This design comes from an exercise in tuning for small area, a short achievable clock period and few clock cycles on the open sky130 flow, not from production work. Function was checked by simulation only, so behaviour that the tests miss may differ from the original. Power and IR drop assume default switching activity.

## flow/run.sh

```bash
#!/bin/bash
# synth_recipe.tcl (not shown) runs the flow's synth.tcl, then flattens the netlist and writes it again
# the make line also repeats each setting of config.mk as NAME=value (left out here)
make -C /OpenROAD-flow-scripts/flow DESIGN_CONFIG=/design/flow/config.mk WORK_HOME=/design/flow/orfs CLKGATE_MAP_FILE= SYNTH_SCRIPT=/design/flow/synth_recipe.tcl finish
```

## flow/config.mk

```make
export PLATFORM = sky130hd
export DESIGN_NAME = dmd_draw
export DESIGN_NICKNAME = dmd_draw
export VERILOG_FILES = /design/flow/design.v
export SDC_FILE = /design/flow/constraint.sdc
export NUM_CORES = 4
export LEC_CHECK = 0
export CAP_MARGIN = 20
export CORE_MARGIN = 2
export CORE_UTILIZATION = 40
export SLEW_MARGIN = 20
```

## flow/constraint.sdc

```tcl
create_clock -name core_clock -period 12.0 [get_ports {clk}]
set_input_delay 2.4000 -clock core_clock [delete_from_list [all_inputs] [get_ports {clk}]]
set_output_delay 2.4000 -clock core_clock [all_outputs]
set_load 0.01 [all_outputs]
```

## flow/design.v

```verilog
module dmd_draw (
    input  wire        clk,
    input  wire        rst,
    input  wire        cmd_valid,
    output wire        cmd_ready,
    input  wire [31:0] cmd_data,
    output wire        busy,
    output wire        ill,
    input  wire [6:0]  rd_addr,
    output wire [7:0]  rd_data
);
    localparam [7:0] OP_WRITEPIXEL = 8'h01;
    localparam [7:0] OP_CLEAR      = 8'h02;
    localparam [7:0] OP_LINE       = 8'h10;
    localparam [7:0] OP_CIRCLE     = 8'h11;
    localparam [7:0] OP_BOX        = 8'h12;
    localparam [7:0] OP_FBOX       = 8'h13;
    localparam [7:0] OP_TEST       = 8'h14;
    localparam [2:0] M_NORMAL  = 3'd0;
    localparam [2:0] M_INVERSE = 3'd1;
    localparam [2:0] M_TOGGLE  = 3'd2;
    localparam [2:0] M_OR      = 3'd3;
    localparam [2:0] M_NOR     = 3'd4;
    localparam [2:0] S_IDLE   = 3'd0;
    localparam [2:0] S_PIX    = 3'd1;
    localparam [2:0] S_FILL   = 3'd2;
    localparam [2:0] S_LSETUP = 3'd3;
    localparam [2:0] S_LINE   = 3'd4;
    localparam [2:0] S_FSETUP = 3'd5;
    localparam [2:0] S_FBOX   = 3'd6;
    localparam [2:0] S_CIRC   = 3'd7;
    reg [7:0] mem [0:127];
    assign rd_data = mem[rd_addr];
    reg  [2:0]  state;
    reg  [1:0]  wcnt;           
    reg  [31:0] w0, w1;         
    reg         ill_q;
    reg  [7:0]  op;             
    reg  [2:0]  mode;
    reg  [1:0]  imm;            
    reg  signed [17:0] ax1, ay1, ax2, ay2;
    reg  [1:0]  seg;
    reg  signed [17:0] lx, ly, lx2, ly2;
    reg  signed [20:0] ldx, ldy, lf;
    reg         lneg;           
    reg         lxmaj;          
    reg  signed [17:0] fx, fy, fx1, fy0, fy1;
    reg  signed [17:0] cx_i, cy_i;
    reg  signed [20:0] cp;
    reg  [2:0]  ck;
    reg  [6:0]  fcnt;
    assign busy      = (state != S_IDLE);
    assign cmd_ready = (state == S_IDLE);
    assign ill       = ill_q;
    wire [31:0] pk0 = (wcnt == 2'd0) ? cmd_data : w0;
    wire [31:0] pk1 = (wcnt == 2'd1) ? cmd_data : w1;
    wire [31:0] pk2 = cmd_data;
    wire [7:0]  pop = pk0[31:24];
    reg [1:0] plen;             
    always @(*) begin
        case (pop)
            OP_WRITEPIXEL:                     plen = 2'd1;
            OP_LINE, OP_CIRCLE, OP_BOX, OP_FBOX: plen = 2'd2;
            default:                           plen = 2'd0;
        endcase
    end
    wire accept   = cmd_valid & cmd_ready;
    wire last_wd  = accept & (wcnt == plen);
    wire mode_ok  = (pk0[18:16] <= 3'd4);
    reg legal;
    always @(*) begin
        case (pop)
            OP_WRITEPIXEL: legal = ((pk0 & 32'hFFF8FFFE) == 32'h01000000) & mode_ok;
            OP_CLEAR:      legal = ((pk0 & 32'hFFFFFFFE) == 32'h02000000);
            OP_LINE:       legal = ((pk0 & 32'hFFF8FFFF) == 32'h10000000) & mode_ok;
            OP_CIRCLE:     legal = ((pk0 & 32'hFFF8FFFF) == 32'h11000000) & mode_ok
                                   & (pk2[31:16] == 16'd0);
            OP_BOX:        legal = ((pk0 & 32'hFFF8FFFF) == 32'h12000000) & mode_ok;
            OP_FBOX:       legal = ((pk0 & 32'hFFF8FFFF) == 32'h13000000) & mode_ok;
            OP_TEST:       legal = ((pk0 & 32'hFFFFFFFC) == 32'h14000000);
            default:       legal = 1'b0;
        endcase
    end
    wire signed [17:0] xa = (ax1 < ax2) ? ax1 : ax2;
    wire signed [17:0] xb = (ax1 < ax2) ? ax2 : ax1;
    wire signed [17:0] ya = (ay1 < ay2) ? ay1 : ay2;
    wire signed [17:0] yb = (ay1 < ay2) ? ay2 : ay1;
    reg signed [17:0] sx1, sy1, sx2, sy2;
    always @(*) begin
        if (op == OP_LINE) begin
            sx1 = ax1; sy1 = ay1; sx2 = ax2; sy2 = ay2;
        end else begin
            case (seg)
                2'd0: begin sx1 = xa; sy1 = ya; sx2 = xb; sy2 = ya; end
                2'd1: begin sx1 = xb; sy1 = ya; sx2 = xb; sy2 = yb; end
                2'd2: begin sx1 = xb; sy1 = yb; sx2 = xa; sy2 = yb; end
                default: begin sx1 = xa; sy1 = yb; sx2 = xa; sy2 = ya; end
            endcase
        end
    end
    wire swap = (sx1 > sx2) || ((sx1 == sx2) && (sy1 > sy2));
    wire signed [17:0] cx1 = swap ? sx2 : sx1;
    wire signed [17:0] cy1 = swap ? sy2 : sy1;
    wire signed [17:0] cx2 = swap ? sx1 : sx2;
    wire signed [17:0] cy2 = swap ? sy1 : sy2;
    wire signed [20:0] sdx = cx2 - cx1;
    wire signed [20:0] sdy_raw = cy2 - cy1;
    wire signed [20:0] sdy = sdy_raw[20] ? -sdy_raw : sdy_raw;
    wire signed [17:0] fxa  = xa + 18'sd1;
    wire signed [17:0] fxb  = xb - 18'sd1;
    wire signed [17:0] fya  = ya + 18'sd1;
    wire signed [17:0] fyb  = yb - 18'sd1;
    wire signed [17:0] fx0c = fxa[17] ? 18'sd0  : fxa;
    wire signed [17:0] fx1c = (fxb > 18'sd63) ? 18'sd63 : fxb;
    wire signed [17:0] fy0c = fya[17] ? 18'sd0  : fya;
    wire signed [17:0] fy1c = (fyb > 18'sd15) ? 18'sd15 : fyb;
    reg  [3:0] cnpts;
    always @(*) begin
        if (cx_i > cy_i)              cnpts = 4'd0;
        else if (cy_i == 18'sd0)      cnpts = 4'd1;
        else if (cx_i == 18'sd0)      cnpts = 4'd4;
        else if (cx_i == cy_i)        cnpts = 4'd4;
        else                          cnpts = 4'd8;
    end
    reg signed [17:0] cpx, cpy;
    always @(*) begin
        if (cx_i == 18'sd0) begin
            case (ck[1:0])
                2'd0: begin cpx = ax1;        cpy = ay1 + cy_i; end
                2'd1: begin cpx = ax1 - cy_i; cpy = ay1;        end
                2'd2: begin cpx = ax1;        cpy = ay1 - cy_i; end
                default: begin cpx = ax1 + cy_i; cpy = ay1;     end
            endcase
        end else begin
            case (ck)
                3'd0: begin cpx = ax1 + cx_i; cpy = ay1 + cy_i; end
                3'd1: begin cpx = ax1 - cx_i; cpy = ay1 + cy_i; end
                3'd2: begin cpx = ax1 + cx_i; cpy = ay1 - cy_i; end
                3'd3: begin cpx = ax1 - cx_i; cpy = ay1 - cy_i; end
                3'd4: begin cpx = ax1 + cy_i; cpy = ay1 + cx_i; end
                3'd5: begin cpx = ax1 - cy_i; cpy = ay1 + cx_i; end
                3'd6: begin cpx = ax1 + cy_i; cpy = ay1 - cx_i; end
                default: begin cpx = ax1 - cy_i; cpy = ay1 - cx_i; end
            endcase
        end
    end
    wire c_plot = ({1'b0, ck} < cnpts);
    wire c_last = (cnpts == 4'd0) || ({1'b0, ck} == cnpts - 4'd1);
    wire signed [17:0] cx_n = cx_i + 18'sd1;
    wire signed [17:0] cy_n = cy_i - 18'sd1;
    reg               p_en;
    reg signed [17:0] p_x, p_y;
    reg               p_v;
    always @(*) begin
        p_en = 1'b0;
        p_x  = lx;
        p_y  = ly;
        p_v  = 1'b1;
        case (state)
            S_PIX:  begin p_en = 1'b1;   p_x = ax1; p_y = ay1; p_v = imm[0]; end
            S_LINE: begin p_en = 1'b1;   p_x = lx;  p_y = ly;  end
            S_FBOX: begin p_en = 1'b1;   p_x = fx;  p_y = fy;  end
            S_CIRC: begin p_en = c_plot; p_x = cpx; p_y = cpy; end
            default: ;
        endcase
    end
    wire       p_in   = (p_x[17:6] == 12'd0) && (p_y[17:4] == 14'd0);
    wire [6:0] p_addr = {p_y[3:0], p_x[5:3]};
    wire [2:0] p_bit  = 3'd7 - p_x[2:0];
    wire [7:0] p_old  = mem[p_addr];
    wire       p_e    = p_old[p_bit];
    reg p_n;
    always @(*) begin
        case (mode)
            M_NORMAL:  p_n = p_v;
            M_INVERSE: p_n = ~p_v;
            M_TOGGLE:  p_n = ~p_e;
            M_OR:      p_n = p_e | p_v;
            default:   p_n = ~(p_e | p_v);
        endcase
    end
    reg [7:0] p_new;
    always @(*) begin
        p_new        = p_old;
        p_new[p_bit] = p_n;
    end
    reg [7:0] f_byte;
    always @(*) begin
        if (op == OP_CLEAR)
            f_byte = imm[0] ? 8'h00 : 8'hFF;
        else begin
            case (imm)
                2'd0: f_byte = fcnt[3] ? 8'hAA : 8'h55;
                2'd1: f_byte = fcnt[3] ? 8'h55 : 8'hAA;
                2'd2: f_byte = 8'h55;
                default: f_byte = 8'hAA;
            endcase
        end
    end
    wire       m_we    = (state == S_FILL) | (p_en & p_in);
    wire [6:0] m_waddr = (state == S_FILL) ? fcnt   : p_addr;
    wire [7:0] m_wdata = (state == S_FILL) ? f_byte : p_new;
    always @(posedge clk) begin
        if (m_we)
            mem[m_waddr] <= m_wdata;
    end
    wire l_done = lxmaj ? (lx == lx2) : (ly == ly2);
    always @(posedge clk) begin
        if (rst) begin
            state <= S_IDLE;
            wcnt  <= 2'd0;
            ill_q <= 1'b0;
        end else begin
            case (state)
                S_IDLE: begin
                    if (accept) begin
                        if (!last_wd) begin
                            wcnt <= wcnt + 2'd1;
                            if (wcnt == 2'd0) w0 <= cmd_data;
                            else              w1 <= cmd_data;
                        end else begin
                            wcnt <= 2'd0;
                            if (!legal) begin
                                ill_q <= 1'b1;
                            end else begin
                                op   <= pop;
                                mode <= pk0[18:16];
                                imm  <= pk0[1:0];
                                ax1  <= {{2{pk1[15]}}, pk1[15:0]};
                                ay1  <= {{2{pk1[31]}}, pk1[31:16]};
                                ax2  <= {{2{pk2[15]}}, pk2[15:0]};
                                ay2  <= {{2{pk2[31]}}, pk2[31:16]};
                                seg  <= 2'd0;
                                fcnt <= 7'd0;
                                case (pop)
                                    OP_WRITEPIXEL: state <= S_PIX;
                                    OP_CLEAR, OP_TEST: state <= S_FILL;
                                    OP_CIRCLE: begin
                                        cx_i <= 18'sd0;
                                        cy_i <= {{2{pk2[15]}}, pk2[15:0]};
                                        cp   <= 21'sd1 - {{5{pk2[15]}}, pk2[15:0]};
                                        ck   <= 3'd0;
                                        if (!pk2[15]) state <= S_CIRC;
                                    end
                                    default: state <= S_LSETUP;
                                endcase
                            end
                        end
                    end
                end
                S_PIX: state <= S_IDLE;
                S_FILL: begin
                    fcnt <= fcnt + 7'd1;
                    if (fcnt == 7'd127) state <= S_IDLE;
                end
                S_LSETUP: begin
                    lx    <= cx1;
                    ly    <= cy1;
                    lx2   <= cx2;
                    ly2   <= cy2;
                    ldx   <= sdx;
                    ldy   <= sdy;
                    lneg  <= sdy_raw[20];
                    lxmaj <= (sdx > sdy);
                    lf    <= (sdx > sdy) ? ((sdy <<< 1) - sdx) : ((sdx <<< 1) - sdy);
                    state <= S_LINE;
                end
                S_LINE: begin
                    if (l_done) begin
                        if (op == OP_LINE || seg == 2'd3)
                            state <= (op == OP_FBOX) ? S_FSETUP : S_IDLE;
                        else begin
                            seg   <= seg + 2'd1;
                            state <= S_LSETUP;
                        end
                    end else if (lxmaj) begin
                        if (!lf[20]) begin
                            ly <= lneg ? ly - 18'sd1 : ly + 18'sd1;
                            lf <= lf - (ldx <<< 1) + (ldy <<< 1);
                        end else
                            lf <= lf + (ldy <<< 1);
                        lx <= lx + 18'sd1;
                    end else begin
                        if (!lf[20]) begin
                            lx <= lx + 18'sd1;
                            lf <= lf - (ldy <<< 1) + (ldx <<< 1);
                        end else
                            lf <= lf + (ldx <<< 1);
                        ly <= lneg ? ly - 18'sd1 : ly + 18'sd1;
                    end
                end
                S_FSETUP: begin
                    fx  <= fx0c;
                    fy  <= fy0c;
                    fx1 <= fx1c;
                    fy0 <= fy0c;
                    fy1 <= fy1c;
                    if (fx0c > fx1c || fy0c > fy1c) state <= S_IDLE;
                    else                            state <= S_FBOX;
                end
                S_FBOX: begin
                    if (fy == fy1) begin
                        fy <= fy0;
                        if (fx == fx1) state <= S_IDLE;
                        else           fx <= fx + 18'sd1;
                    end else
                        fy <= fy + 18'sd1;
                end
                S_CIRC: begin
                    if (c_last) begin
                        ck <= 3'd0;
                        if (cx_i < cy_i) begin
                            cx_i <= cx_n;
                            if (cp[20])
                                cp <= cp + (cx_n <<< 1) + 21'sd1;
                            else begin
                                cy_i <= cy_n;
                                cp   <= cp + ((cx_n - cy_n) <<< 1) + 21'sd1;
                            end
                        end else
                            state <= S_IDLE;
                    end else
                        ck <= ck + 3'd1;
                end
                default: state <= S_IDLE;
            endcase
        end
    end
endmodule
```

==> impl_summary.txt <==
----------------------------------------------------
[Outcome]
  Run status ... finished clean

[Placement]
  Half-perimeter wire length after placement ... 223 mm
  Routability congestion estimate ... 0.956
  Post-placement setup slack ... ~0.55 ns
  IO buf count ... between 50 and 60
  Cells after DPL ... between 10,000 and 15,000

[Yosys]
  Main area contributors after synthesis ... sky130_fd_sc_hd__edfxtp_1 46%, sky130_fd_sc_hd__mux4_2 8.4%, sky130_fd_sc_hd__ha_1 6.0%
  Cell type with the largest total area after synthesis ... sky130_fd_sc_hd__edfxtp_1
  Distinct cell type count of the synthesized netlist ... between 100 and 150
  Gate Count Post-Synth ... 8,862
  Synth async-reset ratio ... 0%
  Number of enable flip-flop cells after synthesis ... ~1,500
  Number of warnings issued by yosys ... 1
  Dominant cell by count in the synthesized netlist ... sky130_fd_sc_hd__edfxtp_1
  Register bit count reported by yosys ... around 1,500
  Syn Area/Cell ... roughly 11 µm²
  Ranking of synthesized cells by instance count ... 1,452 x sky130_fd_sc_hd__edfxtp_1, 1,347 x sky130_fd_sc_hd__nand2_1, 622 x sky130_fd_sc_hd__nor2_1
  Synth top area share ... 46.1%
  Synth Flop Type ... sky130_fd_sc_hd__edfxtp_1
  Sequential share of the synthesized area ... about 46%
  Summed instance area of the synthesized netlist ... 0.0945 mm²

[Routing]
  Router iterations before antenna repair ... 8
  Total via count after detailed routing ... between 70,000 and 80,000
  Residual DRC ... 0
  Number of antenna-violating nets in the routed design ... 0
  Via-per-instance ratio ... 6.05
  Violation count after the first detailed-routing iteration ... roughly 8,800
  Post-detailed-routing wire length ... approximately 320 mm
  Avg WL per Cell ... 26.3 µm

[Worst hold path]
  Worst Hold Path Cells ... 2
  Worst min-delay path category ... flop to flop

[Global routing]
  Number of global-route vias before repair ... a little over 70,000
  Wire length of the first global-routing pass ... 469 mm
  Grt ovf ... 0
  Largest net degree at the start of global routing ... between 150 and 200
  Antenna violations before repair ... 20
  All-layer global routing usage ... roughly a quarter

[Critical path]
  Data arrival time at the worst-slack endpoint ... 11.66 ns
  Element type at the critical path end ... flop
  Slowest stage cell, crit path ... sky130_fd_sc_hd__a2111oi_4
  Maximum fanout along the worst path ... 13
  Kind of critical path ... flop to flop
  Number of cells traversed by the worst register-to-register path ... between 50 and 60
  Worst Setup Start Kind ... flop
  Largest stage delay on the critical path ... 0.49 ns
  Critical path required time ... 12.54 ns

[STA]
  Tightest Pin Transition ... 1.19 ns
  Portion of the clock cycle consumed by the worst path in the final layout ... between 90% and 100%
  Max_slew headroom ... about a fifth
  Unrepaired setup endpoints after global routing ... false
  Setup TNS ... 0 ns
  Final setup violation count ... 0
  Worst setup margin ... approximately 0.87 ns
  Worst-case clock skew ... between 0.08 and 0.09 ns
  Maximum clock rate ... roughly 90 MHz
  Number of max-slew violations in the final report ... 0
  Final number of hold-violating endpoints ... 0
  Time the worst path needs with I/O delays and setup ... 11.13 ns
  Post-route worst hold slack ... ~0.50 ns

[Floorplan]
  Area enclosed by the die boundary ... ~0.24 mm²
  Die boundary height ... roughly 500 µm
  Effective utilization at floorplan ... between 40 and 50%
  Placeable Area ... 0.235 mm²
  Chip Width ... 490 µm
  Number of top-level pins ... 53
  Row Count ... 178

[CTS]
  Root Buffer ... sky130_fd_sc_hd__clkbuf_16
  Maximum count of clock buffers along a single path ... 3
  Clock slew at reported path FFs ... 0.06 ns
  Number of H-tree levels ... 4
  Clock Latency Late Sink ... roughly 0.86 ns
  CTS tree ... done
  Total CTS buffers ... ~160
  Number of sinks driven by the clock tree ... 1,458

[Power and ir drop]
  Power density relative to cell area ... 106 mW/mm²
  Final Power ... roughly 11,000 µW
  Worst vdd rail ir drop ... between 0.1 and 0.15 mV
  Leakage power total ... around 0.039 µW

[Flow run]
  Number of max-cap violations ... 0

[Layout]
  Fill cells ... ~22,000
  Count of non-filler cells in the finished layout ... roughly 12,000
  Final net count ... 9,382
  Area added between synthesis and finish ... 10.8%
  Fraction of layout cells with a size suffix above 1 ... between 10% and 20%

----------------------------------------------------
==> sequential cells by signal, indices dropped and copies added, names as in the netlist, 17 cells and up <==
name / count
mem: 1024
w0: 32
w1: 32
cp: 21
ldy: 20
lf: 20
ldx: 19
cx_i: 18
cy_i: 18
fx1: 18
fx: 18
fy1: 18
fy: 18
lx: 18
ly: 18
fy0: 17
==> cells in the final DEF (no fill, tap or decap), drive strengths merged, types with 113 or more instances in the layout <==
cell / count
nand3: 476
nand2: 1347
o21ai: 416
a21oi: 412
xor2: 179
nor2: 622
ha: 451
buf: 242
a31oi: 113
edfxtp: 1452
inv: 470
and3: 132
clkbuf: 204
mux4: 352
mux2i: 246
nor3: 120
xnor2: 328
==> cell type report <==
cell class,instances,area (µm²),area share (%)
diodes,5,12.5,0.0119
flip-flops and latches,1458,43700,41.8
clock buffers,204,4240,4.05
inverters,466,1750,1.67
multi-input cells,6458,47500,45.3
clock inverters,94,1010,0.961
well taps,3150,3940,3.76
repair buffers,290,2600,2.48
==> per-stage QoR <==
step / utilization, % / area, µm²
finish: 44.6 / 105000
global placement: 42.3 / 99300
global route: 44.6 / 105000
CTS: 44.5 / 105000
floorplan: - / 94500
detailed placement: 42.3 / 99300
==> layer usage <==
layer	global-route usage, %	wire [µm]	up-vias
li1	-	-	32700
met1	35.3	130000	36300
met2	40.4	144000	3675
met3	5.03	30800	689
met4	10.2	13800	6
met5	0	41	-
==> path summary, 6_finish.rpt <==
kind | end | slack, ns | start
min | wcnt[1] | 0.50 | wcnt[1]
max reg2reg | lf[19] | 0.87 | ay2[5]
max | lf[19] | 0.87 | ay2[5]
min reg2reg | wcnt[1] | 0.50 | wcnt[1]
==> report_power, final <==
part	internal (µW)	switching (µW)	total (µW)
logic	204	310	514
clock network	2810	2200	5010
registers	5580	2.68	5580
==> logic make-up (layout without fill, tap and decap cells) <==
| logic type | Yosys count | count (layout) | share of synthesized area (%) |
|---|---|---|---|
| other cells | 2 | 12 | 0.00795 |
| buf+inv | 951 | 1054 | 3.90 |
| compound gates | 1612 | 1612 | 10.9 |
| fa+ha+maj | 505 | 505 | 7.12 |
| xor+xnor | 509 | 509 | 4.78 |
| flops | 1458 | 1458 | 46.3 |
| mux | 694 | 694 | 12.1 |
| simple gates | 3131 | 3131 | 14.8 |
==> what timing repair did <==
action / 4_1_cts / 5_1_grt
endpoints found under the setup margin: 0 / 6
buffers inserted: 0 / 3
hold buffers: 0 / 0
gates resized for setup: 0 / 22
==> critical path: cells and delay by family, from the launching register on <==
family	cells	cell delay [ns]
muxes	4	0.91
AOI/OAI and AO/OA	24	4.82
xor gates and xnor gates	2	0.46
buffers and inverters	8	1.09
and+or+nand+nor	10	2.01
DFF	1	0.45
adders and majority gates	4	1.05
Testbench counts, summed over its fixed seeds: cycles 48,450.

[afterwards: timing with drivers on the ports]
The flow's constraints put no driver on any port. The routed layout listed below was extracted and timed again, unchanged, in two steps. Step 1 sets driving cells, clkbuf_16 on the clock port and buf_2 on the other inputs (assumed; they add their load-dependent delay and slew). Step 2 times the ports against the registers' clock, not the clock port: input delays grow and output delays shrink by t, the midpoint of the rising clock arrivals with the driver on. Three values: no drivers, after step 1, after step 2; two values: the first two.
shift t [ns]: 0.904
slack for setup (ns): 0.873 / 0.873 / 0.873
latest minus earliest clock arrival (ns): 0.085 / 0.085
After both steps setup and hold are still met in this run. For this run, drivers alone change the setup slack by 0.000 ns; drivers and shift together by 0.000 ns.
